This is an optimization exercise on Yosys and OpenROAD, whose aim is small area, a short achievable clock period and few clock cycles, not a production implementation. RTL that was checked went through simulation tests only; none was proved equivalent to the original. For run 1, only the layout was checked, not whether the RTL still works. Power figures rest on the tool's default switching activity, not on a simulated workload.

## flow/design.v

```verilog
module mctp_tx (
    input  wire        clk,
    input  wire        rst,           
    input  wire        start_valid,
    output wire        start_ready,
    input  wire [12:0] cfg_len,       
    input  wire [7:0]  cfg_mtu,       
    input  wire [31:0] cfg_addr,      
    input  wire        cfg_to,        
    input  wire        cfg_pec_xor,   
    input  wire        cfg_mic,       
    input  wire        in_valid,
    output wire        in_ready,
    input  wire [7:0]  in_data,
    output reg         out_valid,
    input  wire        out_ready,
    output reg  [7:0]  out_data,
    output reg         out_sop,       
    output reg         out_eop        
);
    reg        idle, hd, py, pc;
    reg [7:0]  h;           
    reg [31:0] addr;
    reg        to_bit;
    reg        pec_xor;
    reg        mic;
    reg [7:0]  m1;          
    reg [13:0] q;           
    reg        cfl;         
    reg [7:0]  p;           
    reg [2:0]  micn;        
    reg        first_pkt;
    reg        last_pkt;
    reg [1:0]  seq;
    reg [7:0]  crc8;
    reg [31:0] crc32;
    reg        fb_pend;     
    reg        fin;         
    reg        in_rdy;      
    reg        skid_v;
    reg [7:0]  skid;
    reg        pend8;       
    reg        pend32;      
    wire        adv      = !out_valid || out_ready;
    wire        acc      = in_valid && in_rdy;
    wire        mic_go   = py && !fin && !skid_v && !pend32;
    wire        prod     = acc || mic_go || (!skid_v && (hd || pc));
    wire [8:0]  lo       = {1'b0, q[7:0]} + {1'b0, ~m1};
    wire [5:0]  hi       = q[13:8] - {5'd0, !cfl};
    wire        last_now = q[13] || (q[12:8] == 5'd0 && !cfl);    
    wire        p_lt     = (p[7:3] == 5'd0) && (p[2:0] <  micn);
    wire        p_le     = (p[7:3] == 5'd0) && (p[2:0] <= micn);
    wire        p_zero   = (p == 8'd0);
    wire        empty    = (p == 8'hFF);
    wire [7:0]  ctrl     = {first_pkt, last_pkt, seq, to_bit, 3'd3};
    wire [7:0]  mic_byte = ~crc32[7:0];
    wire [7:0]  ab       = skid_v ? skid : out_data;
    wire [7:0]  mtu_m1;
    wire [13:0] len_q;
    wire        len_b   = (cfg_len[1:0] == 2'd0);
    wire        len_inc = cfg_mic && !len_b;
    wire        len_dec = !cfg_mic && len_b;
    genvar gi;
    generate
        for (gi = 0; gi < 8; gi = gi + 1) begin : g_m1
            if (gi == 0)
                assign mtu_m1[gi] = !cfg_mtu[gi];
            else
                assign mtu_m1[gi] = cfg_mtu[gi] ^ (cfg_mtu[gi-1:0] == {gi{1'b0}});
        end
        assign len_q[1:0] = cfg_len[1:0] - 2'd1;
        for (gi = 2; gi < 13; gi = gi + 1) begin : g_lq
            if (gi == 2)
                assign len_q[gi] = cfg_len[gi] ^ len_inc ^ len_dec;
            else
                assign len_q[gi] = cfg_len[gi]
                    ^ (len_inc && cfg_len[gi-1:2] == {(gi-2){1'b1}})
                    ^ (len_dec && cfg_len[gi-1:2] == {(gi-2){1'b0}});
        end
        assign len_q[13] = len_dec && cfg_len[12:2] == 11'd0;
    endgenerate
    wire [7:0]  c32x = pend32 ? (crc32[7:0] ^ ab) : 8'd0;
    wire [31:0] c32n;
    wire        c32_ini = first_pkt && (h[0] || h[1] || h[2] || h[3]);
    wire [7:0]  c8x = crc8 ^ ab;
    wire [7:0]  c8n;
    wire c32_t8, c32_t9, c32_t10, c32_t11, c32_t12, c32_t13, c32_t14, c32_t15, c32_t16, c32_t17, c32_t18, c32_t19, c32_t20, c32_t21, c32_t22, c32_t23, c32_t24, c32_t25, c32_t26, c32_t27, c32_t28, c32_t29, c32_t30, c32_t31, c32_t32, c32_t33, c32_t34, c32_t35, c32_t36, c32_t37, c32_t38, c32_t39, c32_t40, c32_t41, c32_t42, c32_t43, c32_t44, c32_t45, c32_t46, c32_t47, c32_t48, c32_t49, c32_t50;
    mctp_x2 c32_x0 (.a(c32x[1]), .b(c32x[6]), .y(c32_t8));
    mctp_x2 c32_x1 (.a(c32x[2]), .b(c32x[4]), .y(c32_t9));
    mctp_x2 c32_x2 (.a(c32x[3]), .b(c32x[5]), .y(c32_t10));
    mctp_x2 c32_x3 (.a(c32x[0]), .b(c32x[7]), .y(c32_t11));
    mctp_x2 c32_x4 (.a(c32x[7]), .b(c32_t10), .y(c32_t12));
    mctp_x2 c32_x5 (.a(c32x[0]), .b(c32_t9), .y(c32_t13));
    mctp_x2 c32_x6 (.a(c32x[2]), .b(c32_t8), .y(c32_t14));
    mctp_x2 c32_x7 (.a(c32_t8), .b(c32_t10), .y(c32_t15));
    mctp_x2 c32_x8 (.a(c32x[1]), .b(c32x[3]), .y(c32_t16));
    mctp_x2 c32_x9 (.a(c32x[6]), .b(c32_t9), .y(c32_t17));
    mctp_x2 c32_x10 (.a(c32x[2]), .b(c32_t11), .y(c32_t18));
    mctp_x2 c32_x11 (.a(c32x[4]), .b(c32x[7]), .y(c32_t19));
    mctp_x2 c32_x12 (.a(c32x[5]), .b(c32_t11), .y(c32_t20));
    mctp_x2 c32_x13 (.a(c32x[7]), .b(c32_t14), .y(c32_t21));
    mctp_x2 c32_x14 (.a(c32_t8), .b(c32_t9), .y(c32_t22));
    mctp_x2 c32_x15 (.a(crc32[8]), .b(c32_t16), .y(c32_t23));
    mctp_x2 c32_x16 (.a(c32_t13), .b(c32_t23), .y(c32n[0]));
    mctp_x2 c32_x17 (.a(crc32[9]), .b(c32x[1]), .y(c32_t24));
    mctp_x2 c32_x18 (.a(c32_t10), .b(c32_t24), .y(c32_t25));
    mctp_x2 c32_x19 (.a(c32_t13), .b(c32_t25), .y(c32n[1]));
    mctp_x2 c32_x20 (.a(crc32[10]), .b(c32_t9), .y(c32_t26));
    mctp_x2 c32_x21 (.a(c32_t15), .b(c32_t26), .y(c32n[2]));
    mctp_x2 c32_x22 (.a(crc32[11]), .b(c32_t12), .y(c32_t27));
    mctp_x2 c32_x23 (.a(c32_t17), .b(c32_t27), .y(c32n[3]));
    mctp_x2 c32_x24 (.a(crc32[12]), .b(c32x[5]), .y(c32_t28));
    mctp_x2 c32_x25 (.a(c32_t28), .b(c32_t21), .y(c32n[4]));
    mctp_x2 c32_x26 (.a(crc32[13]), .b(c32_t19), .y(c32_t29));
    mctp_x2 c32_x27 (.a(c32_t8), .b(c32_t29), .y(c32n[5]));
    mctp_x2 c32_x28 (.a(crc32[14]), .b(c32x[1]), .y(c32_t30));
    mctp_x2 c32_x29 (.a(c32x[4]), .b(c32_t30), .y(c32_t31));
    mctp_x2 c32_x30 (.a(c32_t12), .b(c32_t31), .y(c32n[6]));
    mctp_x2 c32_x31 (.a(crc32[15]), .b(c32_t15), .y(c32n[7]));
    mctp_x2 c32_x32 (.a(crc32[16]), .b(c32_t11), .y(c32_t32));
    mctp_x2 c32_x33 (.a(c32_t17), .b(c32_t32), .y(c32n[8]));
    mctp_x2 c32_x34 (.a(crc32[17]), .b(c32_t9), .y(c32_t33));
    mctp_x2 c32_x35 (.a(c32_t20), .b(c32_t33), .y(c32n[9]));
    mctp_x2 c32_x36 (.a(crc32[18]), .b(c32x[5]), .y(c32_t34));
    mctp_x2 c32_x37 (.a(c32_t34), .b(c32_t17), .y(c32n[10]));
    mctp_x2 c32_x38 (.a(crc32[19]), .b(c32x[6]), .y(c32_t35));
    mctp_x2 c32_x39 (.a(c32_t35), .b(c32_t12), .y(c32n[11]));
    mctp_x2 c32_x40 (.a(crc32[20]), .b(c32x[3]), .y(c32_t36));
    mctp_x2 c32_x41 (.a(c32_t36), .b(c32_t21), .y(c32n[12]));
    mctp_x2 c32_x42 (.a(crc32[21]), .b(c32x[1]), .y(c32_t37));
    mctp_x2 c32_x43 (.a(c32x[7]), .b(c32_t37), .y(c32n[13]));
    mctp_x2 c32_x44 (.a(crc32[22]), .b(c32x[4]), .y(c32_t38));
    mctp_x2 c32_x45 (.a(c32_t16), .b(c32_t38), .y(c32n[14]));
    mctp_x2 c32_x46 (.a(crc32[23]), .b(c32x[5]), .y(c32_t39));
    mctp_x2 c32_x47 (.a(c32_t39), .b(c32_t13), .y(c32n[15]));
    mctp_x2 c32_x48 (.a(crc32[24]), .b(c32x[0]), .y(c32_t40));
    mctp_x2 c32_x49 (.a(c32_t40), .b(c32_t15), .y(c32n[16]));
    mctp_x2 c32_x50 (.a(crc32[25]), .b(c32_t11), .y(c32_t41));
    mctp_x2 c32_x51 (.a(c32_t22), .b(c32_t41), .y(c32n[17]));
    mctp_x2 c32_x52 (.a(crc32[26]), .b(c32x[5]), .y(c32_t42));
    mctp_x2 c32_x53 (.a(c32_t19), .b(c32_t42), .y(c32n[18]));
    mctp_x2 c32_x54 (.a(crc32[27]), .b(c32_t13), .y(c32_t43));
    mctp_x2 c32_x55 (.a(c32_t15), .b(c32_t43), .y(c32n[19]));
    mctp_x2 c32_x56 (.a(crc32[28]), .b(c32_t12), .y(c32_t44));
    mctp_x2 c32_x57 (.a(c32_t22), .b(c32_t44), .y(c32n[20]));
    mctp_x2 c32_x58 (.a(crc32[29]), .b(c32_t8), .y(c32_t45));
    mctp_x2 c32_x59 (.a(c32_t20), .b(c32_t45), .y(c32n[21]));
    mctp_x2 c32_x60 (.a(crc32[30]), .b(c32x[3]), .y(c32_t46));
    mctp_x2 c32_x61 (.a(c32x[4]), .b(c32x[6]), .y(c32_t47));
    mctp_x2 c32_x62 (.a(c32_t11), .b(c32_t46), .y(c32_t48));
    mctp_x2 c32_x63 (.a(c32_t47), .b(c32_t48), .y(c32n[22]));
    mctp_x2 c32_x64 (.a(crc32[31]), .b(c32x[2]), .y(c32_t49));
    mctp_x2 c32_x65 (.a(c32_t49), .b(c32_t12), .y(c32n[23]));
    mctp_x2 c32_x66 (.a(c32x[3]), .b(c32_t18), .y(c32n[25]));
    mctp_x2 c32_x67 (.a(c32x[0]), .b(c32x[4]), .y(c32n[28]));
    mctp_x2 c32_x68 (.a(c32x[0]), .b(c32x[1]), .y(c32_t50));
    mctp_x2 c32_x69 (.a(c32x[5]), .b(c32_t50), .y(c32n[29]));
    mctp_x2 c32_x70 (.a(c32x[0]), .b(c32_t14), .y(c32n[30]));
    mctp_x2 c32_x71 (.a(c32_t16), .b(c32_t18), .y(c32n[31]));
    assign c32n[24] = c32_t14;
    assign c32n[26] = c32x[2];
    assign c32n[27] = c32x[3];
    wire c8_t8, c8_t9, c8_t10, c8_t11, c8_t12;
    mctp_x2 c8_x0 (.a(c8x[0]), .b(c8x[6]), .y(c8_t8));
    mctp_x2 c8_x1 (.a(c8x[1]), .b(c8x[2]), .y(c8_t9));
    mctp_x2 c8_x2 (.a(c8x[3]), .b(c8x[4]), .y(c8_t10));
    mctp_x2 c8_x3 (.a(c8x[5]), .b(c8x[6]), .y(c8_t11));
    mctp_x2 c8_x4 (.a(c8x[7]), .b(c8_t8), .y(c8n[0]));
    mctp_x2 c8_x5 (.a(c8x[1]), .b(c8_t8), .y(c8n[1]));
    mctp_x2 c8_x6 (.a(c8_t8), .b(c8_t9), .y(c8n[2]));
    mctp_x2 c8_x7 (.a(c8x[3]), .b(c8x[7]), .y(c8_t12));
    mctp_x2 c8_x8 (.a(c8_t12), .b(c8_t9), .y(c8n[3]));
    mctp_x2 c8_x9 (.a(c8x[2]), .b(c8_t10), .y(c8n[4]));
    mctp_x2 c8_x10 (.a(c8x[5]), .b(c8_t10), .y(c8n[5]));
    mctp_x2 c8_x11 (.a(c8x[4]), .b(c8_t11), .y(c8n[6]));
    mctp_x2 c8_x12 (.a(c8x[7]), .b(c8_t11), .y(c8n[7]));
    reg  [7:0]  pb;
    always @(*) begin
        if (py)
            pb = fin ? in_data : mic_byte;
        else if (pc)
            pb = (pend8 ? c8n : crc8) ^ ((pec_xor && first_pkt && last_pkt) ? m1 : 8'd0);
        else
            pb = ({8{h[0]}} & addr[7:0])   | ({8{h[1]}} & 8'h0F)
               | ({8{h[2]}} & (p + 8'd6))  | ({8{h[3]}} & addr[15:8])
               | ({8{h[4]}} & 8'h01)       | ({8{h[5]}} & addr[23:16])
               | ({8{h[6]}} & addr[31:24]) | ({8{h[7]}} & ctrl);
    end
    assign start_ready = idle;
    assign in_ready    = in_rdy;
    always @(posedge clk) begin
        if (rst) begin
            out_valid <= 1'b0;
            skid_v    <= 1'b0;
        end else if (adv) begin
            if (skid_v) begin
                out_valid <= 1'b1;
                out_data  <= skid;
                out_sop   <= h[1];
                out_eop   <= idle || h[0];
                skid_v    <= 1'b0;
            end else begin
                out_valid <= prod;
                out_data  <= pb;
                out_sop   <= h[0];
                out_eop   <= pc;
            end
        end else if (prod) begin
            skid   <= pb;
            skid_v <= 1'b1;
        end
    end
    always @(posedge clk) begin
        if (rst) begin
            idle   <= 1'b1;
            hd     <= 1'b0;
            h      <= 8'd0;
            py     <= 1'b0;
            pc     <= 1'b0;
            in_rdy <= 1'b0;
            pend8  <= 1'b0;
            pend32 <= 1'b0;
        end else begin
            if (idle) begin
                addr      <= cfg_addr;
                to_bit    <= cfg_to;
                pec_xor   <= cfg_pec_xor;
                mic       <= cfg_mic;
                m1        <= mtu_m1;
                q         <= len_q;
                first_pkt <= 1'b1;
                seq       <= 2'd0;
                h         <= 8'd1;
                if (start_valid) begin
                    idle <= 1'b0;
                    hd   <= 1'b1;
                end
            end
            pend8  <= prod && (h[5] || h[6] || h[7] || py);
            pend32 <= acc;
            if (pend8)
                crc8 <= c8n;
            if (pend32 || mic_go || (hd && prod && c32_ini))
                crc32 <= {c32n[31:24] | {8{hd && c32_ini}}, c32n[23:0]};
            if (hd && prod) begin
                h <= {h[6:0], 1'b0};
                if (h[0]) begin
                    p       <= q[7:0];
                    q[7:0]  <= lo[7:0];
                    cfl     <= lo[8];
                end
                if (h[1]) begin
                    last_pkt <= last_now;
                    if (last_now) begin
                        q <= 14'h3FFF;
                    end else begin
                        q[13:8] <= hi;
                        p       <= m1;
                    end
                    fb_pend <= last_now && first_pkt;
                    if (last_now && first_pkt)
                        m1 <= 8'd0;
                end
                if (h[2])
                    micn <= (mic && (q[13] || (q[12:2] == 11'd0 && q[1:0] != 2'd3)))
                            ? 3'd3 - q[2:0] : 3'd0;
                if (h[4])
                    crc8 <= 8'h07;    
                if (h[7]) begin
                    hd   <= 1'b0;
                    py   <= !empty;
                    pc   <= empty;
                    fin  <= !p_lt;
                end
            end
            if (py && prod) begin
                if (fin && fb_pend) begin
                    m1      <= in_data;
                    fb_pend <= 1'b0;
                end
                p   <= p - 8'd1;
                fin <= fin && !p_le;
                if (p_zero) begin
                    py <= 1'b0;
                    pc <= 1'b1;
                end
            end
            if (pc && prod) begin
                first_pkt <= 1'b0;
                seq       <= seq + 2'd1;
                pc        <= 1'b0;
                if (last_pkt)
                    idle <= 1'b1;
                else begin
                    hd <= 1'b1;
                    h  <= 8'd1;
                end
            end
            in_rdy <= !(skid_v ? !adv : (prod && !adv)) &&
                      (py ? (acc ? (!p_le && !p_zero) : fin)
                          : (h[7] && prod && !empty && !p_lt));
        end
    end
endmodule
module mctp_x2 (
    input  wire a,
    input  wire b,
    output wire y
);
    assign y = a ^ b;
endmodule
```

## flow/flow/run.sh

```bash
#!/bin/bash
# The standard layout (standard.sh: the standard flow's synthesis and ORFS flow), with the
# port buffers made of sky130_fd_sc_hd__buf_1 cells instead of the default
# delay-buffer cells, and clock tree synthesis without dummy loads.
# make's full output goes to flow_make.log.
set -euo pipefail
export BUFFER_PORTS_ARGS="-buffer_cell sky130_fd_sc_hd__buf_1"
export CTS_ARGS="-sink_clustering_enable -repair_clock_nets -dont_use_dummy_load -buf_list sky130_fd_sc_hd__clkbuf_8 -sink_clustering_size 30"
bash standard.sh > flow_make.log 2>&1
```

## flow/standard.sh

```bash
#!/bin/bash
# synth_recipe.tcl (not shown) runs the flow's synth.tcl, then flattens the netlist and writes it again
# the make line also repeats each setting of config.mk as NAME=value (left out here)
make -C /OpenROAD-flow-scripts/flow DESIGN_CONFIG=/design/flow/config.mk WORK_HOME=/design/flow/orfs CLKGATE_MAP_FILE= SYNTH_SCRIPT=/design/flow/synth_recipe.tcl "${@:-finish}"
```

## flow/config.mk

```make
export PLATFORM = sky130hd
export DESIGN_NAME = mctp_tx
export DESIGN_NICKNAME = mctp_tx
export VERILOG_FILES = /design/flow/design.v
export SDC_FILE = /design/flow/constraint.sdc
export NUM_CORES = 4
export LEC_CHECK = 0
export CAP_MARGIN = 20
export CORE_MARGIN = 2
export CORE_UTILIZATION = 40
export CTS_BUF_LIST = sky130_fd_sc_hd__clkbuf_8
export CTS_CLUSTER_SIZE = 30
export SETUP_SLACK_MARGIN = 2.8
export SLEW_MARGIN = 20
export SYNTH_HIERARCHICAL = 1
export TNS_END_PERCENT = 10
```

## flow/constraint.sdc

```tcl
create_clock -name core_clock -period 5.0 [get_ports {clk}]
set_input_delay 1.0000 -clock core_clock [delete_from_list [all_inputs] [get_ports {clk}]]
set_output_delay 1.0000 -clock core_clock [all_outputs]
set_load 0.01 [all_outputs]
```

==> results of run 1 <==
[what timing repair did]
item | in CTS | in global routing
pin swaps | 12 | 17
buffers inserted | 41 | 10
gates resized for setup | 64 | 35
endpoints found under the setup margin | 202 | 215
hold buffers | 0 | 0
[power breakdown]
group          switching (mW)  internal (mW)  total (mW)
logic                   0.231          0.196       0.427
registers              0.0538           1.43        1.48
clock network           0.408          0.300       0.707
total                   0.693           1.92        2.62
[cell type report]
type                            count  share of cell area, %
Clock buffer                       17                  2.212
Inverter                           35                  1.502
Multi-Input combinational cell    589                  44.31
Sequential cell                   150                  41.02
Tap cell                          280                  3.312
Timing Repair Buffer              137                  7.652
[worst paths after layout]
check	end	slack, ps	cells past startpoint
max	out_data[0]	2310	11
min	crc32[7]	560	1
max reg2reg	out_data[0]	2310	11
min reg2reg	crc32[7]	560	1
[placed cells by master, fill, tap and decap left out, types with 12 or more instances in the layout]
master | synthesis | layout
clkbuf_8 | 0 | 17
xor2_1 | 97 | 82
mux2i_1 | 27 | 17
dfxtp_1 | 17 | 15
inv_1 | 34 | 28
o21ai_0 | 28 | 26
ha_1 | 23 | 21
nand2b_1 | 12 | 12
buf_4 | 2 | 47
buf_1 | 3 | 78
nor2_1 | 60 | 56
xnor2_1 | 40 | 32
edfxtp_1 | 133 | 133
a22o_1 | 12 | 12
o211ai_1 | 20 | 20
nand2_1 | 62 | 61
nand3_1 | 15 | 15
a21oi_1 | 36 | 35
[flip-flops by register name, indices dropped and copies added, names as in the netlist, 3 cells and up]
register	flops
m1	8
micn	3
q	14
h	8
crc8	8
p	8
addr	32
skid	8
crc32	32
out_data	8
[per-layer routing]
layer	global-route usage, %	up-vias	share of wire [%]
met2	35.81	125	50
met1	27.14	3311	45
met5	0	-	0
met4	5.291	0	1.1
met3	3.470	20	3.4
li1	-	3190	-
[Yosys cell counts (3+ instances only)]
cell type / count
a211oi_1: 6
a21o_1: 7
a21oi_1: 36
a221oi_1: 6
a222oi_1: 3
a22o_1: 12
a22oi_1: 10
a31oi_1: 7
and2_1: 10
and3_1: 6
buf_1: 3
buf_2: 6
clkbuf_1: 27
dfxtp_1: 17
edfxtp_1: 133
ha_1: 23
inv_1: 34
mux2_2: 5
mux2i_1: 27
nand2_1: 62
nand2b_1: 12
nand3_1: 15
nand3b_1: 3
nand4_1: 11
nand4b_1: 3
nor2_1: 60
nor2b_1: 5
nor3_1: 11
nor3b_1: 5
nor4_1: 4
o2111ai_1: 3
o211ai_1: 20
o21ai_0: 28
o221a_2: 3
o31ai_1: 6
o32ai_1: 3
or3_1: 4
xnor2_1: 40
xor2_1: 97
[critical path, stage by stage, from the launching register on]
cell and delay [ps]:
dfxtp_4 440, mux2i_4 340, xnor2_2 140, xor2_1 150
buf_4 160, buf_4 130, xor2_1 150, mux2i_1 220
xnor2_1 160, nand2_1 70, a22o_1 230, mux2_2 250
[Yosys stat by module, one instance, submodules excluded]
module / area (µm²) / cells / flip-flops and latches
mctp_tx: 8088 / 728 / 150
mctp_x2: 8.758 / 1 / 0
[cell families after synthesis]
| family | Yosys count | synth area share [%] |
|---|---|---|
| flops | 150 | 49.07 |
| simple gates | 223 | 12.66 |
| mux | 32 | 3.697 |
| xor+xnor | 137 | 13.59 |
| fa+ha+maj | 24 | 3.485 |
| compound gates | 173 | 14.17 |
| buf+inv | 74 | 3.329 |
==> out/metrics.yaml, run 1 <==
crit_required_ps: 5210
syn_area_mm2: 0.008832
start_util_pct: 40.60
fin_nets: 1023
drv_slew: 0
synth_ff_type: "edfxtp_1"
cts_tree: "yes"
ys_types: 72
grt_pass1_vias: 6599
viasPerCell: 5.502
core_area_mm2: 0.02176
io_buffers: 81
dpl_cell_area_mm2: 0.009467
stdcell_count: 1208
wire_per_inst_um: 19.83
die_w_um: 152.6
power_mw: 2.617
place.gp.congestion: 0.8472
min_path_type: "reg2reg"
first_pass_iters: 5
critPathLaunch: "skid_v"
status: "no timing/DRC/antenna violations"
seq_area_frac_synth_pct: 49.07
row_count: 54
drc: 0
final.setup.tns_ps: 0
max_slew_margin_pct: 29.77
clock_latency_ps: 460
nFillCells: 1979
drive_gt1_share_pct: 17.24
dp_slack_ps: 1456
antenna_cells: 0
cap_violations: 0
path_class: "reg2reg"
top_level_ports: 82
grt_pass1_wl_mm: 37.46
timing.fmax_ghz: 0.3713
critical_path.max_fanout: 5
timing.hold.ws_ps: 558.9
grt_max_degree: 40
grt_setup_unrepaired: "yes"
worstPathArrival_ps: 2900
synthesis.nets: 906
ant_nets: 0
h-tree-depth: 4
rr_startpoint: "skid_v"
p_leak_nw: 4.061
yosys.area.top_type: "edfxtp_1"
grt_util_all_layers_pct: 20.73
dp_hpwl_mm: 16.65
multi_input_area_mm2: 0.004687
end_kind: "flip-flop"
synthCells: 813
vdd_drop_max_mv: 0.1207
layout-area-overhead-vs-synth_pct: 19.78
seq_area_mm2: 0.004339
vias: 6646
pwr_density_cell_mw_per_mm2: 247.4
antenna_found_initial: 0
synth.area.top_cells: "edfxtp_1 45%, xor2_1 9.6%, xnor2_1 4.0%"
cts_sinks: 150
synth_seq_cells: 150
dpl.cell_count: 1140
clkTransAtPathRegs_ps: 80
dieArea_mm2: 0.02329
clockRootBuffer: "clkbuf_8"
synth_area_per_cell_um2: 10.86
period_share_pct: 53.86
clk_path_buf_depth: 2
fin_area_mm2: 0.01058
drtIter0Drc: 362
routed_wl_mm: 23.96
worst_pin_slew_ps: 1050
setup_viol: 0
final_util_pct: 48.63
fin_crit_ps: 2693
finClkSkew_ps: 31.28
cts_buffers: 17
globalRouteOverflowTotal: 0
fp.dieH_um: 152.6
synth_edf_count: 133
critPathLaunchType: "flip-flop"
finalHoldViolCount: 0
synthArstFlopShare_pct: 0
hp-start: "crc32[15]"
post-route-worst-setup-slack_ps: 2307
yosysWarnings: 7
yosys.area.top_type_share_pct: 45.22
==> run 2, diff against run 1 <==
--- a/flow/design.v
+++ b/flow/design.v
@@ -41,7 +41,5 @@
     reg [7:0]  skid;
-    reg        pend8;       
-    reg        pend32;      
     wire        adv      = !out_valid || out_ready;
     wire        acc      = in_valid && in_rdy;
-    wire        mic_go   = py && !fin && !skid_v && !pend32;
+    wire        mic_go   = py && !fin && !skid_v;
     wire        prod     = acc || mic_go || (!skid_v && (hd || pc));
@@ -56,3 +54,2 @@
     wire [7:0]  mic_byte = ~crc32[7:0];
-    wire [7:0]  ab       = skid_v ? skid : out_data;
     wire [7:0]  mtu_m1;
@@ -81,6 +78,26 @@
     endgenerate
-    wire [7:0]  c32x = pend32 ? (crc32[7:0] ^ ab) : 8'd0;
+    reg  [7:0]  pb;
+    always @(*) begin
+        if (py)
+            pb = fin ? in_data : mic_byte;
+        else if (pc)
+            pb = crc8 ^ ((pec_xor && first_pkt && last_pkt) ? m1 : 8'd0);
+        else
+            pb = ({8{h[0]}} & addr[7:0])   | ({8{h[1]}} & 8'h0F)
+               | ({8{h[2]}} & (p + 8'd6))  | ({8{h[3]}} & addr[15:8])
+               | ({8{h[4]}} & 8'h01)       | ({8{h[5]}} & addr[23:16])
+               | ({8{h[6]}} & addr[31:24]) | ({8{h[7]}} & ctrl);
+    end
+    wire [7:0]  c32x = (py && fin) ? (crc32[7:0] ^ in_data) : 8'd0;
     wire [31:0] c32n;
     wire        c32_ini = first_pkt && (h[0] || h[1] || h[2] || h[3]);
-    wire [7:0]  c8x = crc8 ^ ab;
+    reg  [7:0]  c8b;
+    always @(*) begin
+        if (py)
+            c8b = fin ? in_data : mic_byte;
+        else
+            c8b = ({8{h[5]}} & addr[23:16]) | ({8{h[6]}} & addr[31:24])
+                | ({8{h[7]}} & ctrl);
+    end
+    wire [7:0]  c8x = crc8 ^ c8b;
     wire [7:0]  c8n;
@@ -176,14 +193,2 @@
     mctp_x2 c8_x12 (.a(c8x[7]), .b(c8_t11), .y(c8n[7]));
-    reg  [7:0]  pb;
-    always @(*) begin
-        if (py)
-            pb = fin ? in_data : mic_byte;
-        else if (pc)
-            pb = (pend8 ? c8n : crc8) ^ ((pec_xor && first_pkt && last_pkt) ? m1 : 8'd0);
-        else
-            pb = ({8{h[0]}} & addr[7:0])   | ({8{h[1]}} & 8'h0F)
-               | ({8{h[2]}} & (p + 8'd6))  | ({8{h[3]}} & addr[15:8])
-               | ({8{h[4]}} & 8'h01)       | ({8{h[5]}} & addr[23:16])
-               | ({8{h[6]}} & addr[31:24]) | ({8{h[7]}} & ctrl);
-    end
     assign start_ready = idle;
@@ -220,4 +225,2 @@
             in_rdy <= 1'b0;
-            pend8  <= 1'b0;
-            pend32 <= 1'b0;
         end else begin
@@ -238,10 +241,6 @@
             end
-            pend8  <= prod && (h[5] || h[6] || h[7] || py);
-            pend32 <= acc;
-            if (pend8)
-                crc8 <= c8n;
-            if (pend32 || mic_go || (hd && prod && c32_ini))
-                crc32 <= {c32n[31:24] | {8{hd && c32_ini}}, c32n[23:0]};
             if (hd && prod) begin
                 h <= {h[6:0], 1'b0};
+                if (c32_ini)
+                    crc32 <= {8'hFF, c32n[23:0]};
                 if (h[0]) begin
@@ -268,2 +267,4 @@
                     crc8 <= 8'h07;    
+                if (h[5] || h[6] || h[7])
+                    crc8 <= c8n;
                 if (h[7]) begin
@@ -276,2 +277,4 @@
             if (py && prod) begin
+                crc8  <= c8n;
+                crc32 <= c32n;
                 if (fin && fb_pend) begin
==> flow/flow/run.sh (replaced) <==
#!/bin/bash
# The standard layout (standard.sh: the standard flow's synthesis and ORFS flow), with the
# port buffers made of sky130_fd_sc_hd__buf_2 cells instead of the default
# delay-buffer cells. make's full output goes to flow_make.log.
set -euo pipefail
export BUFFER_PORTS_ARGS="-buffer_cell sky130_fd_sc_hd__buf_2"
bash standard.sh > flow_make.log 2>&1
==> out/metrics.yaml, run 2 <==
synthCells: 806  # -0.86%
die_w_um: 151.4  # -0.77%
synth-xor-area-share_pct: 13.70  # +0.12 points
dp_hpwl_mm: 17.02  # +2.2%
final_util_pct: 50.28  # +1.6 points
seq_area_frac_synth_pct: 49.40  # +0.32 points
fin_crit_ps: 2293  # -400.0 ps
layout-area-overhead-vs-synth_pct: 22.34
critPathLaunchType: "flip-flop"
setup_viol: 0  # unchanged
worst-r2r-setup-slack_ps: 2710  # +400 ps
drc: 0  # unchanged
vias: 6628  # -0.27%
globalRouteOverflowTotal: 0  # unchanged
row_count: 53  # -1.9%
pwr_density_cell_mw_per_mm2: 272.6  # +10%
cts_buffers: 17  # unchanged
ys_top_cells_by_count: "133 x edfxtp_1, 103 x xor2_1, 64 x nand2_1"
power_mw: 2.899  # +11%
synth_edf_count: 133  # unchanged
clk_path_buf_depth: 2  # unchanged
synth_seq_cells: 148  # -1.3%
yosysMostFrequentCell: "edfxtp_1"
first_pass_iters: 5  # unchanged
dpl.cell_count: 1128  # -1.1%
viasPerCell: 5.528  # +0.48%
yosys.area_share.simple_pct: 13.57  # +0.91 points
synthArstFlopShare_pct: 0  # unchanged
synth_mux_area_share_pct: 3.224  # -0.47 points
grt_util_all_layers_pct: 21.58  # +0.85 points
cts_sinks: 148  # -1.3%
antenna_cells: 0  # unchanged
layout_common_cells: "133 x edfxtp_1, 87 x xor2_1, 81 x buf_2, 58 x nand2_1, 51 x nor2_1"
drtIter0Drc: 556  # +54%
grt_pass1_vias: 6375  # -3.4%
wire_per_inst_um: 19.97  # +0.71%
critical_path.max_fanout: 14  # +9
stdcell_count: 1199  # -0.75%
grt_max_degree: 38  # -5.0%
dieArea_mm2: 0.02293  # -1.5%
yosys.area.top_type_share_pct: 45.94  # +0.72 points
antenna_found_initial: 0  # unchanged
start_util_pct: 41.10  # +0.50 points
top_level_ports: 82  # unchanged
yosysWarnings: 7  # unchanged
crit_required_ps: 5210  # about the same
nFillCells: 1903  # -3.8%
synth.area.top_cells: "edfxtp_1 46%, xor2_1 10%, dfxtp_1 3.5%"
synth_ff_type: "edfxtp_1"
cap_violations: 0  # unchanged
synthesis.nets: 899  # -0.77%
synth_top_family_by_area: "XOR/XNOR gates"
synth_area_per_cell_um2: 10.79  # -0.72%
grt_setup_unrepaired: "yes"
io_buffers: 81  # unchanged
clockRootBuffer: "clkbuf_8"
clkTransAtPathRegs_ps: 90  # about the same
ys_types: 70  # -2.8%
fp.dieH_um: 151.4  # -0.77%
fin_area_mm2: 0.01064  # +0.53%
finalHoldViolCount: 0  # unchanged
end_kind: "flip-flop"
core_area_mm2: 0.02115  # -2.8%
synth_fa_ha_area_share_pct: 3.541  # +0.056 points
post-route-worst-setup-slack_ps: 2707  # +400.0 ps
place.gp.congestion: 0.9430  # +11%
syn_area_mm2: 0.008693  # -1.6%
p_leak_nw: 4.253  # +4.7%
top_regs: "addr: 32 flops, crc32: 32 flops, q: 14 flops"
cts_tree: "yes"
status: "no timing/DRC/antenna violations"
finClkSkew_ps: 12.48  # -18.80 ps
synth_compound_area_share_pct: 13.20  # -0.97 points
timing.fmax_ghz: 0.4361  # +17%
worstPathArrival_ps: 2500  # -400 ps
grt_pass1_wl_mm: 36.40  # -2.8%
final.setup.tns_ps: 0  # unchanged
dp_slack_ps: 1927  # +471.1 ps
vdd_drop_max_mv: 0.1566  # +30%
routed_wl_mm: 23.95  # about the same
period_share_pct: 45.86  # -8.0 points
min_path_type: "reg2reg"
yosys.area.top_type: "edfxtp_1"
max_slew_margin_pct: 34.53  # +4.8 points
clock_latency_ps: 460  # about the same
fin_nets: 1004  # -1.9%
worst_pin_slew_ps: 979.7  # -69.91 ps
path_class: "reg2reg"
drv_slew: 0  # unchanged
timing.hold.ws_ps: 479.2  # -79.73 ps
final_common_cell: "edfxtp_1"
h-tree-depth: 4  # unchanged
ant_nets: 0  # unchanged
dpl_cell_area_mm2: 0.009463  # about the same
drive_gt1_share_pct: 26.08  # +8.8 points
-- run 2: changes by cell type in the layout (fill, tap and decap cells not counted), sizes merged, moves of 5 or more --
cell / change
a21oi: +14
a22oi: -7
a31oi: -6
and2: -5
buf: -10
bufinv: +5
clkinv: +5
mux2i: -8
nor2b: +6
o211ai: -11
or2: +5
xnor2: -7
xor2: +6
-- run 2: worst paths after layout --
path / cells past startpoint / startpoint / end
worst max-delay path: 6 / h[0] / out_data[7]
worst min-delay path: 2 / h[4] / h[5]
worst max register to register: 6 / h[0] / out_data[7]
worst min register to register: 2 / h[4] / h[5]
-- run 2: repair_timing --
item | CTS | global route
hold buffers | 0 | 0
pin swaps | 21 | 17
setup endpoints to repair | 142 | 115
endpoints found under the hold margin | 0 | 0
setup buffers | 28 | 10
gates cloned | 1 | 0
gates resized for setup | 35 | 42
-- run 2: cell type report --
cell class	count	area (µm²)	share of cell area [%]
clock inverter	15	227.7	2.141
multi-input combinational	586	4636	43.59
timing repair buffer	125	759.5	7.141
tap	275	344.1	3.235
sequential	148	4303	40.46
clock buffer	17	234.0	2.200
inverter	33	131.4	1.235
-- run 2: logic make-up (layout without fill, tap and decap cells) --
| family | after synthesis | in the layout |
|---|---|---|
| and+or+nand+nor | 233 | 233 |
| AOI/OAI and AO/OA | 165 | 166 |
| DFF | 148 | 148 |
| xor gates and xnor gates | 136 | 136 |
| buffers and inverters | 73 | 190 |
| muxes | 27 | 27 |
| adders and majority gates | 24 | 24 |
-- run 2: per-layer routing --
metal	GRT usage, %	vias up	wire length [µm]
met5	0	-	0
met4	8.271	0	850
met3	4.217	52	1541
met2	35.09	260	11390
met1	28.49	3177	10160
li1	-	3139	-
-- run 2: report_power, final --
part | internal [mW] | switching (mW)
Clock | 0.599 | 0.499
Combinational | 0.148 | 0.195
Sequential | 1.41 | 0.0507
-- run 2: Yosys stat by module, one instance, submodules excluded --
module   cell area [µm²]  flip-flops and latches  times used
mctp_tx             7949                     148           1
mctp_x2            8.758                       0          85
-- run 2: worst max-delay path, cell delays in order (launching register included) --
cell and delay (ps):
dfxtp_1 470, buf_4 290, a221oi_1 320, nand2_1 100, nor3_1 280, o21ai_0 260
mux2_2 320
Testbench counts of run 2, summed over its fixed seeds: cycles 49,716.
==> run 3, diff against run 2 <==
--- a/flow/design.v
+++ b/flow/design.v
@@ -21,2 +21,3 @@
     reg        idle, hd, py, pc;
+    reg        busy;        
     reg [7:0]  h;           
@@ -29,2 +30,3 @@
     reg        cfl;         
+    reg        hinc;        
     reg [7:0]  p;           
@@ -45,44 +47,26 @@
     wire        prod     = acc || mic_go || (!skid_v && (hd || pc));
-    wire [8:0]  lo       = {1'b0, q[7:0]} + {1'b0, ~m1};
+    wire [8:0]  lo       = {1'b0, q[7:0]} - {1'b0, m1};
     wire [5:0]  hi       = q[13:8] - {5'd0, !cfl};
-    wire        last_now = q[13] || (q[12:8] == 5'd0 && !cfl);    
-    wire        p_lt     = (p[7:3] == 5'd0) && (p[2:0] <  micn);
-    wire        p_le     = (p[7:3] == 5'd0) && (p[2:0] <= micn);
-    wire        p_zero   = (p == 8'd0);
-    wire        empty    = (p == 8'hFF);
+    wire        qh0      = (q[13:8] == 6'd0);
+    wire        last_now = (qh0 && !cfl) ||
+                           (q[7:0] == 8'd0 && ((qh0 && cfl) || (q[13:8] == 6'd1 && !cfl)));
+    wire        p_lt     = (p[7:3] == 5'd0) && (p[2:0] <= micn);                
+    wire        p_le     = (p[7:3] == 5'd0) && ({1'b0, p[2:0]} <= {1'b0, micn} + 4'd1);  
+    wire        p_zero   = (p == 8'd1);     
+    wire        empty    = (p == 8'd0);
     wire [7:0]  ctrl     = {first_pkt, last_pkt, seq, to_bit, 3'd3};
     wire [7:0]  mic_byte = ~crc32[7:0];
-    wire [7:0]  mtu_m1;
-    wire [13:0] len_q;
-    wire        len_b   = (cfg_len[1:0] == 2'd0);
-    wire        len_inc = cfg_mic && !len_b;
-    wire        len_dec = !cfg_mic && len_b;
-    genvar gi;
-    generate
-        for (gi = 0; gi < 8; gi = gi + 1) begin : g_m1
-            if (gi == 0)
-                assign mtu_m1[gi] = !cfg_mtu[gi];
-            else
-                assign mtu_m1[gi] = cfg_mtu[gi] ^ (cfg_mtu[gi-1:0] == {gi{1'b0}});
-        end
-        assign len_q[1:0] = cfg_len[1:0] - 2'd1;
-        for (gi = 2; gi < 13; gi = gi + 1) begin : g_lq
-            if (gi == 2)
-                assign len_q[gi] = cfg_len[gi] ^ len_inc ^ len_dec;
-            else
-                assign len_q[gi] = cfg_len[gi]
-                    ^ (len_inc && cfg_len[gi-1:2] == {(gi-2){1'b1}})
-                    ^ (len_dec && cfg_len[gi-1:2] == {(gi-2){1'b0}});
-        end
-        assign len_q[13] = len_dec && cfg_len[12:2] == 11'd0;
-    endgenerate
-    reg  [7:0]  pb;
+    wire [5:0]  len_l4   = cfg_len[7:2] + {5'd0, cfg_mic};
+    wire        len_hinc = cfg_mic && cfg_len[7:2] == 6'h3F;
+    wire        take_in = py && fin;
+    reg  [7:0]  pbo;
+    wire [7:0]  pb = take_in ? in_data : pbo;
     always @(*) begin
         if (py)
-            pb = fin ? in_data : mic_byte;
+            pbo = mic_byte;
         else if (pc)
-            pb = crc8 ^ ((pec_xor && first_pkt && last_pkt) ? m1 : 8'd0);
+            pbo = crc8 ^ ((pec_xor && first_pkt && last_pkt) ? m1 : 8'd0);
         else
-            pb = ({8{h[0]}} & addr[7:0])   | ({8{h[1]}} & 8'h0F)
-               | ({8{h[2]}} & (p + 8'd6))  | ({8{h[3]}} & addr[15:8])
+            pbo = ({8{h[0]}} & addr[7:0])   | ({8{h[1]}} & 8'h0F)
+               | ({8{h[2]}} & (p + 8'd5))  | ({8{h[3]}} & addr[15:8])
                | ({8{h[4]}} & 8'h01)       | ({8{h[5]}} & addr[23:16])
@@ -93,11 +77,6 @@
     wire        c32_ini = first_pkt && (h[0] || h[1] || h[2] || h[3]);
-    reg  [7:0]  c8b;
-    always @(*) begin
-        if (py)
-            c8b = fin ? in_data : mic_byte;
-        else
-            c8b = ({8{h[5]}} & addr[23:16]) | ({8{h[6]}} & addr[31:24])
-                | ({8{h[7]}} & ctrl);
-    end
-    wire [7:0]  c8x = crc8 ^ c8b;
+    wire [7:0]  c8b = ({8{h[5]}} & addr[23:16]) | ({8{h[6]}} & addr[31:24])
+                    | ({8{h[7]}} & ctrl)         | ({8{py}} & mic_byte);
+    wire [7:0]  c8r = h[5] ? 8'h07 : crc8;
+    wire [7:0]  c8x = (py && fin) ? (crc8 ^ in_data) : (c8r ^ c8b);
     wire [7:0]  c8n;
@@ -193,9 +172,6 @@
     mctp_x2 c8_x12 (.a(c8x[7]), .b(c8_t11), .y(c8n[7]));
-    assign start_ready = idle;
+    assign start_ready = !busy;
     assign in_ready    = in_rdy;
     always @(posedge clk) begin
-        if (rst) begin
-            out_valid <= 1'b0;
-            skid_v    <= 1'b0;
-        end else if (adv) begin
+        if (adv) begin
             if (skid_v) begin
@@ -208,3 +184,3 @@
                 out_valid <= prod;
-                out_data  <= pb;
+                out_data  <= take_in ? in_data : pbo;
                 out_sop   <= h[0];
@@ -216,12 +192,9 @@
         end
+        if (rst) begin
+            out_valid <= 1'b0;
+            skid_v    <= 1'b0;
+        end
     end
     always @(posedge clk) begin
-        if (rst) begin
-            idle   <= 1'b1;
-            hd     <= 1'b0;
-            h      <= 8'd0;
-            py     <= 1'b0;
-            pc     <= 1'b0;
-            in_rdy <= 1'b0;
-        end else begin
+        begin
             if (idle) begin
@@ -231,4 +204,5 @@
                 mic       <= cfg_mic;
-                m1        <= mtu_m1;
-                q         <= len_q;
+                m1        <= cfg_mtu;
+                q         <= {1'b0, cfg_len[12:8], len_l4, cfg_len[1:0]};
+                hinc      <= len_hinc;
                 first_pkt <= 1'b1;
@@ -238,2 +212,3 @@
                     idle <= 1'b0;
+                    busy <= 1'b1;
                     hd   <= 1'b1;
@@ -241,2 +216,4 @@
             end
+            if (fb_pend && in_rdy)
+                m1 <= in_data;
             if (hd && prod) begin
@@ -248,3 +225,5 @@
                     q[7:0]  <= lo[7:0];
-                    cfl     <= lo[8];
+                    cfl     <= !lo[8];
+                    q[13:8] <= q[13:8] + {5'd0, hinc};
+                    hinc    <= 1'b0;
                 end
@@ -253,3 +232,3 @@
                     if (last_now) begin
-                        q <= 14'h3FFF;
+                        q <= 14'd0;
                     end else begin
@@ -263,6 +242,3 @@
                 if (h[2])
-                    micn <= (mic && (q[13] || (q[12:2] == 11'd0 && q[1:0] != 2'd3)))
-                            ? 3'd3 - q[2:0] : 3'd0;
-                if (h[4])
-                    crc8 <= 8'h07;    
+                    micn <= (mic && q[13:2] == 12'd0) ? {q[1:0] == 2'd0, 2'd0 - q[1:0]} : 3'd0;
                 if (h[5] || h[6] || h[7])
@@ -279,6 +255,4 @@
                 crc32 <= c32n;
-                if (fin && fb_pend) begin
-                    m1      <= in_data;
+                if (fb_pend)
                     fb_pend <= 1'b0;
-                end
                 p   <= p - 8'd1;
@@ -294,5 +268,6 @@
                 pc        <= 1'b0;
-                if (last_pkt)
+                if (last_pkt) begin
                     idle <= 1'b1;
-                else begin
+                    busy <= 1'b0;
+                end else begin
                     hd <= 1'b1;
@@ -305,2 +280,10 @@
         end
+        if (rst) begin
+            idle   <= 1'b1;
+            busy   <= 1'b0;
+            hd     <= 1'b0;
+            py     <= 1'b0;
+            pc     <= 1'b0;
+            in_rdy <= 1'b0;
+        end
     end
==> flow/flow/run.sh (replaced) <==
#!/bin/bash
# The standard layout (standard.sh: the standard flow's synthesis and ORFS flow), with the
# port buffers made of sky130_fd_sc_hd__buf_1 cells instead of the default
# delay-buffer cells, and clock tree synthesis without dummy loads.
# make's full output goes to flow_make.log.
set -euo pipefail
export BUFFER_PORTS_ARGS="-buffer_cell sky130_fd_sc_hd__buf_1"
export CTS_ARGS="-sink_clustering_enable -repair_clock_nets -dont_use_dummy_load -buf_list sky130_fd_sc_hd__clkbuf_8 -sink_clustering_size 50 -sink_clustering_max_diameter 120"
bash standard.sh > flow_make.log 2>&1
==> out/metrics.yaml, run 3 <==
layout_common_cells: "109 x edfxtp_1, 85 x xor2_1, 81 x buf_1, 71 x nand2_1, 61 x nor2_1"
end_kind: "flip-flop"
clk_path_buf_depth: 2  # unchanged
routed_wl_mm: 23.82  # -0.54%
dp_hpwl_mm: 17.03  # about the same
h-tree-depth: 4  # unchanged
seq_area_mm2: 0.004110  # -4.5%
stdcell_count: 1208  # +0.75%
first_pass_iters: 5  # unchanged
crit_chain: "inv_1 > ha_2 > inv_1 > fa_2 > a211oi_2 > o21ai_0 > a21o_1 > a21o_1 > a21o_1"
synth_seq_cells: 150  # +1.4%
path_class: "reg2reg"
cap_violations: 0  # unchanged
antenna_found_initial: 0  # unchanged
io_buffers: 81  # unchanged
vdd_drop_max_mv: 0.2046  # +31%
final.setup.tns_ps: 0  # unchanged
period_share_pct: 45.15  # -0.71 points
fp.dieH_um: 150.6  # -0.55%
cts_tree: "yes"
multi_input_area_mm2: 0.004571  # -1.4%
syn_area_mm2: 0.008596  # -1.1%
pwr_density_cell_mw_per_mm2: 282.6  # +3.7%
start_util_pct: 40.76  # -0.33 points
synthCells: 837  # +3.8%
antenna_cells: 0  # unchanged
cts_sinks: 150  # +1.4%
dieArea_mm2: 0.02268  # -1.1%
wire_per_inst_um: 19.72  # -1.3%
final_common_cell: "edfxtp_1"
critical_path.max_fanout: 3  # -11
fin_nets: 1031  # +2.7%
synth_edf_count: 109  # -18%
critical_path.slowest_cell: "fa_2"
clockRootBuffer: "clkbuf_8"
yosysWarnings: 7  # unchanged
nFillCells: 2021  # +6.2%
max_stage_delay_ps: 370  # -100 ps
synth_ff_type: "edfxtp_1"
globalRouteOverflowTotal: 0  # unchanged
worst_pin_slew_ps: 1006  # +26.23 ps
grt_util_all_layers_pct: 21.57  # about the same
path_buf_inv: 2  # +1
drtIter0Drc: 555  # -0.18%
drc: 0  # unchanged
cts_buffers: 17  # unchanged
core_area_mm2: 0.02109  # -0.31%
layout-area-overhead-vs-synth_pct: 16.40
top_level_ports: 82  # unchanged
worstPathArrival_ps: 2460  # -40 ps
ys_types: 70  # unchanged
drv_slew: 0  # unchanged
yosysMostFrequentCell: "edfxtp_1"
dpl.cell_count: 1158  # +2.7%
vias: 6700  # +1.1%
status: "no timing/DRC/antenna violations"
grt_pass1_wl_mm: 36.60  # +0.53%
fin_area_mm2: 0.01001  # -5.9%
setup_viol: 0  # unchanged
synthesis.nets: 933  # +3.8%
grt_max_degree: 41  # +7.9%
cpMostUsedCell: "a21o_1"
final_util_pct: 47.45  # -2.8 points
critPathLaunchType: "flip-flop"
place.gp.congestion: 0.8748  # -7.2%
yosys.area.top_type: "edfxtp_1"
die_w_um: 150.6  # -0.55%
crit_required_ps: 5200  # about the same
synthArstFlopShare_pct: 0  # unchanged
dpl_cell_area_mm2: 0.009348  # -1.2%
cts_hold_buf: 0  # unchanged
p_leak_nw: 3.767  # -11%
grt_setup_unrepaired: "yes"
ant_nets: 0  # unchanged
cpLargestDelayFamily: "compound AO/OA/AOI/OAI gates"
grt_pass1_vias: 6416  # +0.64%
seq_area_frac_synth_pct: 47.63  # -1.8 points
clock_latency_ps: 460  # about the same
top_regs: "addr: 32 flops, crc32: 32 flops, q: 14 flops"
row_count: 53  # unchanged
timing.fmax_ghz: 0.4430  # +1.6%
viasPerCell: 5.546  # +0.33%
finalHoldViolCount: 0  # unchanged
min_path_type: "reg2reg"
drive_gt1_share_pct: 13.29  # -13 points
yosys.area.top_type_share_pct: 38.08  # -7.9 points
finClkSkew_ps: 37.53  # +25.04 ps
fin_crit_ps: 2258  # -35.62 ps
synth_area_per_cell_um2: 10.27  # -4.8%
synth.area.top_cells: "edfxtp_1 38%, xor2_1 10%, dfxtp_1 9.5%"
ys_top_cells_by_count: "109 x edfxtp_1, 98 x xor2_1, 73 x nand2_1"
clkTransAtPathRegs_ps: 70  # -20 ps
max_slew_margin_pct: 32.94  # -1.6 points
run 3: cell families (layout without fill, tap and decap cells):
family,after synthesis,after routing,share of synthesized area (%)
simple gates,232,232,12.59
compound gates,190,191,14.93
flops,150,150,47.63
xor+xnor,122,122,12.43
buf+inv,76,171,3.581
mux,40,40,4.818
fa+ha+maj,27,27,4.017
run 3: per-stage QoR:
stage | power (mW) | hold slack, ps | worst slack [ps]
3_5_place_dp | 2.123 | 458.9 | 2039
6_report | 2.827 | 461.2 | 2742
3_3_place_gp | 2.117 | 462.8 | 2100
2_1_floorplan | 1.954 | 429.6 | 2563
4_1_cts | 2.830 | 465.5 | 2664
5_1_grt | 2.957 | 479.9 | 2612
run 3: worst min-delay path, delay by kind of cell, from the launching register on:
kind | cells | cell delay, ps
AOI/OAI and AO/OA | 1 | 50
and+or+nand+nor | 1 | 60
DFF | 1 | 320
run 3: final timing paths:
kind / to / from / slack (ps) / cells after the start
worst max-delay path: cfl / q[0] / 2740 / 9
worst min-delay path: h[5] / h[4] / 460 / 2
worst max register to register: cfl / q[0] / 2740 / 9
worst min register to register: h[5] / h[4] / 460 / 2
run 3: cell type report:
class                      count  share of cell area (%)
timing repair buffer         116                   5.990
inverter                      38                   1.476
sequential                   150                   41.08
tap                          275                   3.439
clock buffer                  17                   2.338
multi-input combinational    612                   45.68
run 3: layer usage:
| layer | up-vias | global-route usage [%] | wire length (µm) |
|---|---|---|---|
| met2 | 234 | 33.50 | 10770 |
| met3 | 29 | 3.727 | 1467 |
| li1 | 3213 | - | - |
| met5 | - | 0 | 0 |
| met4 | 0 | 6.168 | 482 |
| met1 | 3224 | 30.99 | 11100 |
run 3: modules after synthesis (local to each module, per instance):
| module | copies in the design | cell area [µm²] |
|---|---|---|
| mctp_x2 | 85 | 8.758 |
| mctp_tx | 1 | 7851 |
run 3: what timing repair did:
action	CTS	global route
resized for setup	28	9
setup buffers	30	2
endpoints found under the setup margin	127	116
pin swaps	22	1
gates cloned	1	0
run 3: report_power, final:
group | internal, mW | switching [mW] | total (mW)
clock | 0.300 | 0.409 | 0.709
sequential | 1.45 | 0.126 | 1.57
combinational | 0.243 | 0.304 | 0.547
Testbench counts of run 3, summed over its fixed seeds: cycles 49,716.
==> run 4, diff against run 3 <==
--- a/flow/flow/run.sh
+++ b/flow/flow/run.sh
@@ -7,3 +7,3 @@
 export BUFFER_PORTS_ARGS="-buffer_cell sky130_fd_sc_hd__buf_1"
-export CTS_ARGS="-sink_clustering_enable -repair_clock_nets -dont_use_dummy_load -buf_list sky130_fd_sc_hd__clkbuf_8 -sink_clustering_size 50 -sink_clustering_max_diameter 120"
+export CTS_ARGS="-sink_clustering_enable -repair_clock_nets -dont_use_dummy_load -buf_list sky130_fd_sc_hd__clkbuf_8 -sink_clustering_size 30"
 bash standard.sh > flow_make.log 2>&1
--- a/flow/config.mk
+++ b/flow/config.mk
@@ -12,3 +12,3 @@
 export CTS_CLUSTER_SIZE = 30
-export SETUP_SLACK_MARGIN = 2.8
+export SETUP_SLACK_MARGIN = 2.7
 export SLEW_MARGIN = 20
==> out/metrics.yaml, run 4 <==
status: "no timing/DRC/antenna violations"
drc: 0  # unchanged
cap_violations: 0  # unchanged
grt_pass1_wl_mm: 35.33  # -3.5%
power_switching_mw: 0.8426  # +0.45%
setup_viol: 0  # unchanged
nFillCells: 2043  # +1.1%
final.setup.tns_ps: 0  # unchanged
h-tree-depth: 4  # unchanged
min_path_type: "reg2reg"
p_clk_share_pct: 25.4  # +0.3 points
grt_util_all_layers_pct: 20.94  # -0.63 points
reg2reg_depth: 5  # -4
power.share.combinational_pct: 19.2  # -0.2 points
wire_per_inst_um: 19.45  # -1.3%
top_regs: "addr: 32 flops, crc32: 32 flops, q: 14 flops"
antenna_cells: 0  # unchanged
row_count: 53  # unchanged
synth_ff_type: "edfxtp_1"
seqPwrFrac_pct: 55.4  # -0.2 points
viasPerCell: 5.490  # -1.0%
clockRootBuffer: "clkbuf_8"
dieArea_mm2: 0.02268  # unchanged
antenna_found_initial: 0  # unchanged
drv_slew: 0  # unchanged
layout_common_cells: "109 x edfxtp_1, 90 x xor2_1, 77 x buf_1, 71 x nand2_1, 62 x nor2_1"
grt_setup_unrepaired: "yes"
crit_required_ps: 5210  # about the same
intPower_mw: 1.984  # -0.22%
synth_edf_count: 109  # unchanged
p_leak_nw: 3.667  # -2.7%
clkTransAtPathRegs_ps: 90  # +20 ps
yosys.area.top_type: "edfxtp_1"
critPathLaunchType: "input pin"
io_buffers: 81  # unchanged
fin_nets: 1011  # -1.9%
cts_tree: "yes"
cts_buffers: 17  # unchanged
seq_area_frac_synth_pct: 47.63  # unchanged
ys_top_cells_by_count: "109 x edfxtp_1, 98 x xor2_1, 73 x nand2_1"
globalRouteOverflowTotal: 0  # unchanged
dp_hpwl_mm: 16.94  # -0.54%
final_common_cell: "edfxtp_1"
synth.area.top_cells: "edfxtp_1 38%, xor2_1 10%, dfxtp_1 9.5%"
swShare_pct: 29.81  # +0.14 points
finClkSkew_ps: 27.03  # -10.50 ps
critical_path.max_fanout: 7  # +4
yosysMostFrequentCell: "edfxtp_1"
top_level_ports: 82  # unchanged
end_kind: "flip-flop"
timing.fmax_ghz: 0.4146  # -6.4%
clk_path_buf_depth: 2  # unchanged
place.gp.congestion: 0.8582  # -1.9%
grt_max_degree: 37  # -9.8%
synthCells: 837  # unchanged
vias: 6522  # -2.7%
drtIter0Drc: 650  # +17%
ant_nets: 0  # unchanged
synthArstFlopShare_pct: 0  # unchanged
core_area_mm2: 0.02109  # unchanged
pwr_density_cell_mw_per_mm2: 290.6  # +2.8%
finalHoldViolCount: 0  # unchanged
yosysWarnings: 7  # unchanged
vdd_drop_max_mv: 0.1721  # -16%
max_slew_margin_pct: 37.36  # +4.4 points
layout-area-overhead-vs-synth_pct: 13.16
worstPathArrival_ps: 2620  # +160 ps
fp.dieH_um: 150.6  # unchanged
period_share_pct: 48.24  # +3.1 points
start_util_pct: 40.76  # unchanged
min_path_cells: 2  # unchanged
synthesis.nets: 933  # unchanged
grt_pass1_vias: 6217  # -3.1%
yosys.area.top_type_share_pct: 38.08  # unchanged
worst_pin_slew_ps: 939.4  # -66.48 ps
cts_sinks: 150  # unchanged
ys_types: 70  # unchanged
path_class: "in2reg"
first_pass_iters: 6  # +1
synth_seq_cells: 150  # unchanged
cts_hold_buf: 0  # unchanged
synth_area_per_cell_um2: 10.27  # unchanged
syn_area_mm2: 0.008596  # unchanged
drive_gt1_share_pct: 9.858  # -3.4 points
die_w_um: 150.6  # unchanged
routed_wl_mm: 23.11  # -3.0%
power_mw: 2.827  # about the same
fin_crit_ps: 2412  # +154.7 ps
clock_latency_ps: 470  # about the same
run 4: cell counts after synthesis:
Identical to the previous run, type by type.
run 4: path summary, 6_finish.rpt:
check	startpoint	to	slack (ps)
min	h[4]	h[5]	470
min reg2reg	h[4]	h[5]	470
max reg2reg	py	skid[3]	2610
max	in_data[5]	crc32[20]	2590
run 4: routing by layer:
layer / vias to the layer above / global-route usage (%) / part of all wire [%]
met4: 0 / 7.009 / 2.4
met1: 3075 / 31.12 / 48
met2: 241 / 30.64 / 44
met5: - / 0 / 0
li1: 3173 / - / -
met3: 33 / 3.818 / 6.3
run 4: per-stage QoR:
step | util (%) | area, µm² | setup slack, ps | instances | hold slack, ps
detailed placement | 44.43 | 9370 | 1956 | 1161 | 465.0
floorplan | - | 8847 | 2563 | 837 | 429.6
finish | 46.13 | 9727 | 2588 | 1188 | 465.4
CTS | 46.04 | 9708 | 2603 | 1187 | 466.8
global placement | 44.43 | 9370 | 2006 | 1161 | 452.8
global route | 46.13 | 9727 | 2455 | 1188 | 505.3
run 4: cell type report:
class	count	area, µm²	area share (%)
clock buffers	17	234.0	2.405
inverters	38	147.6	1.518
multi-input cells	612	4483	46.09
flip-flops and latches	150	4096	42.11
repair buffers	96	421.7	4.335
well taps	275	344.1	3.537
run 4: per-module statistics from Yosys (local to each module, per instance):
module   cells inside  area (µm²)
mctp_tx           752        7851
mctp_x2             1       8.758
run 4: critical path: stages:
cell and delay [ps]:
buf_1 240, xnor2_1 170, nor2_4 320, xor2_4 270, xor2_4 300, xor2_1 220
xor2_1 90
run 4: timing repair:
| item | CTS | global route |
|---|---|---|
| gates cloned | 0 | 1 |
| setup endpoints to repair | 91 | 100 |
| pin swaps | 9 | 0 |
| resized for setup | 10 | 3 |
| buffers inserted | 9 | 0 |
run 4: kinds of logic after synthesis:
group,Yosys count,synth area share (%)
simple gates,232,12.59
flops,150,47.63
buf+inv,76,3.581
compound gates,190,14.93
fa+ha+maj,27,4.017
xor+xnor,122,12.43
mux,40,4.818
run 4: power groups by stage:
stage	clock (mW)	sequential, mW	combinational [mW]
2_1_floorplan	0	1.53	0.420
3_3_place_gp	0	1.59	0.530
3_5_place_dp	0	1.59	0.534
4_1_cts	0.734	1.56	0.539
5_1_grt	0.778	1.58	0.604
6_report	0.718	1.57	0.543
==> run 5, diff against run 4 <==
--- a/flow/config.mk
+++ b/flow/config.mk
@@ -12,3 +12,3 @@
 export CTS_CLUSTER_SIZE = 30
-export SETUP_SLACK_MARGIN = 2.7
+export SETUP_SLACK_MARGIN = 2.8
 export SLEW_MARGIN = 20
==> out/metrics.yaml, run 5 <==
status: "no timing/DRC/antenna violations"
p_leak_nw: 3.767  # +2.7%
synth_edf_count: 109  # unchanged
grt_util_all_layers_pct: 21.57  # +0.63 points
clock_latency_ps: 460  # about the same
layout-area-overhead-vs-synth_pct: 16.40
dp_hpwl_mm: 17.03  # +0.55%
post-route-worst-setup-slack_ps: 2742  # +154.7 ps
cpMostUsedCell: "a21o_1"
layout_common_cells: "109 x edfxtp_1, 85 x xor2_1, 81 x buf_1, 71 x nand2_1, 61 x nor2_1"
critical_path.slowest_cell: "fa_2"
yosysWarnings: 7  # unchanged
synth_seq_cells: 150  # unchanged
seq_area_mm2: 0.004110  # +0.34%
finalHoldViolCount: 0  # unchanged
yosysMostFrequentCell: "edfxtp_1"
grt_setup_unrepaired: "yes"
ys_top_cells_by_count: "109 x edfxtp_1, 98 x xor2_1, 73 x nand2_1"
worst_pin_slew_ps: 1006  # +66.48 ps
cts_buffers: 17  # unchanged
h-tree-depth: 4  # unchanged
drc: 0  # unchanged
vdd_drop_max_mv: 0.2046  # +19%
grt_pass1_vias: 6416  # +3.2%
ys_types: 70  # unchanged
first_pass_iters: 5  # -1
clk_path_buf_depth: 2  # unchanged
synth.area.top_cells: "edfxtp_1 38%, xor2_1 10%, dfxtp_1 9.5%"
antenna_found_initial: 0  # unchanged
final.setup.tns_ps: 0  # unchanged
min_path_type: "reg2reg"
yosys.area.top_type: "edfxtp_1"
routed_wl_mm: 23.82  # +3.0%
synth_area_per_cell_um2: 10.27  # unchanged
grt_pass1_wl_mm: 36.60  # +3.6%
dieArea_mm2: 0.02268  # unchanged
ant_nets: 0  # unchanged
start_util_pct: 40.76  # unchanged
grt_max_degree: 41  # +11%
cts_hold_buf: 0  # unchanged
timing.fmax_ghz: 0.4430  # +6.9%
die_w_um: 150.6  # unchanged
finClkSkew_ps: 37.53  # +10.50 ps
synth_ff_type: "edfxtp_1"
syn_area_mm2: 0.008596  # unchanged
viasPerCell: 5.546  # +1.0%
fin_nets: 1031  # +2.0%
nFillCells: 2021  # -1.1%
max_stage_delay_ps: 370  # +50 ps
clockRootBuffer: "clkbuf_8"
antenna_cells: 0  # unchanged
pwr_density_cell_mw_per_mm2: 282.6  # -2.8%
final_common_cell: "edfxtp_1"
cts_sinks: 150  # unchanged
yosys.area.top_type_share_pct: 38.08  # unchanged
multi_input_area_mm2: 0.004571  # +2.0%
path_class: "reg2reg"
critical_path.max_fanout: 3  # -4
setup_viol: 0  # unchanged
vias: 6700  # +2.7%
dp_slack_ps: 2039  # +83.02 ps
crit_chain: "inv_1 > ha_2 > inv_1 > fa_2 > a211oi_2 > o21ai_0 > a21o_1 > a21o_1 > a21o_1"
seq_area_frac_synth_pct: 47.63  # unchanged
synthCells: 837  # unchanged
crit_required_ps: 5200  # about the same
critPathLaunchType: "flip-flop"
place.gp.congestion: 0.8748  # +1.9%
top_level_ports: 82  # unchanged
end_kind: "flip-flop"
drtIter0Drc: 555  # -15%
clkTransAtPathRegs_ps: 70  # -20 ps
cts_tree: "yes"
top_regs: "addr: 32 flops, crc32: 32 flops, q: 14 flops"
io_buffers: 81  # unchanged
synthesis.nets: 933  # unchanged
row_count: 53  # unchanged
fin_crit_ps: 2258  # -154.7 ps
synthArstFlopShare_pct: 0  # unchanged
period_share_pct: 45.15  # -3.1 points
cpLargestDelayFamily: "compound AO/OA/AOI/OAI gates"
fp.dieH_um: 150.6  # unchanged
wire_per_inst_um: 19.72  # +1.3%
drive_gt1_share_pct: 13.29  # +3.4 points
final_util_pct: 47.45  # +1.3 points
core_area_mm2: 0.02109  # unchanged
cap_violations: 0  # unchanged
globalRouteOverflowTotal: 0  # unchanged
max_slew_margin_pct: 32.94  # -4.4 points
worstPathArrival_ps: 2460  # -160 ps
path_buf_inv: 2  # +1
drv_slew: 0  # unchanged
[run 5: cell count changes in the layout (fill, tap and decap cells not counted), sizes merged]
cell and delta:
buf +20
[run 5: kinds of logic (layout without fill, tap and decap cells)]
group                      Yosys count  in the layout  synth area share, %
and+or+nand+nor                    232            232                12.59
adders and majority gates           27             27                4.017
xor gates and xnor gates           122            122                12.43
muxes                               40             40                4.818
AOI/OAI and AO/OA                  190            191                14.93
DFF                                150            150                47.63
buffers and inverters               76            171                3.581
[run 5: modules after synthesis, one instance, submodules excluded]
module	cell area [µm²]	times used	cells inside	flip-flops and latches
mctp_tx	7851	1	752	150
mctp_x2	8.758	85	1	0
[run 5: tightest hold or removal path, delay by kind of cell, from the launching register on]
family	cells	cell delay [ps]
flops	1	320
simple gates	1	60
compound gates	1	50
[run 5: final timing paths]
| path | from | endpoint | slack [ps] | cells past startpoint |
|---|---|---|---|---|
| min reg2reg | h[4] | h[5] | 460 | 2 |
| max | q[0] | cfl | 2740 | 9 |
| max reg2reg | q[0] | cfl | 2740 | 9 |
| min | h[4] | h[5] | 460 | 2 |
[run 5: final cells by class]
cell class	instances	area share, %
Clock buffer	17	2.338
Inverter	38	1.476
Sequential cell	150	41.08
Multi-Input combinational cell	612	45.68
Timing Repair Buffer	116	5.990
Tap cell	275	3.439
[run 5: per-layer routing]
metal / vias up / share of wire, % / GRT usage [%]
li1: 3213 / - / -
met1: 3224 / 47 / 30.99
met2: 234 / 45 / 33.50
met3: 29 / 6.2 / 3.727
met4: 0 / 2.0 / 6.168
met5: - / 0 / 0
[run 5: through the flow]
step	instance area, µm²	hold WS (ps)	instances	total power [mW]
4_1_cts	9965	465.5	1206	2.830
2_1_floorplan	8847	429.6	837	1.954
6_report	10010	461.2	1208	2.827
3_3_place_gp	9348	462.8	1158	2.117
5_1_grt	10010	479.9	1208	2.957
3_5_place_dp	9348	458.9	1158	2.123
[run 5: power by group]
part	leakage, nW	internal, mW	switching [mW]
logic	2.29	0.243	0.304
clock network	0.122	0.300	0.409
registers	1.36	1.45	0.126
[run 5: repair_timing]
item                       4_1_cts  5_1_grt
buffers inserted                30        2
pin swaps                       22        1
gates cloned                     1        0
setup endpoints to repair      127      116
resized for setup               28        9

[port drivers added, routing unchanged]
The flow's constraints put no driver on any port. The routed layouts listed below were extracted and timed again, unchanged, in two steps.
Step 1 assumes that a clkbuf_16 drives the clock port and a buf_2 every other input.
Step 2 times the ports against the registers' clock, not the clock port: input delays grow and output delays shrink by t, the midpoint of the rising clock arrivals with the driver on.
Slacks: ideal ports / drivers / drivers and shift; pairs: ideal ports / drivers.
run | t, ns | slack for setup (ns) | worst setup path at the end | cell pins on the clock port's net
run 1 | 0.492 | 2.307 / 2.307 / 2.064 | input to register | 1
run 2 | 0.493 | 2.707 / 2.678 / 2.241 | input to register | 1
run 3 | 0.486 | 2.742 / 2.742 / 2.269 | input to register | 1
run 4 | 0.492 | 2.588 / 2.603 / 2.110 | input to register | 1
run 5 | 0.486 | 2.742 / 2.742 / 2.269 | input to register | 1
After both steps every run listed still meets setup and hold. The setup slack of run 4, which loses most, moves by +0.015 ns with the drivers and by -0.478 ns with both steps.
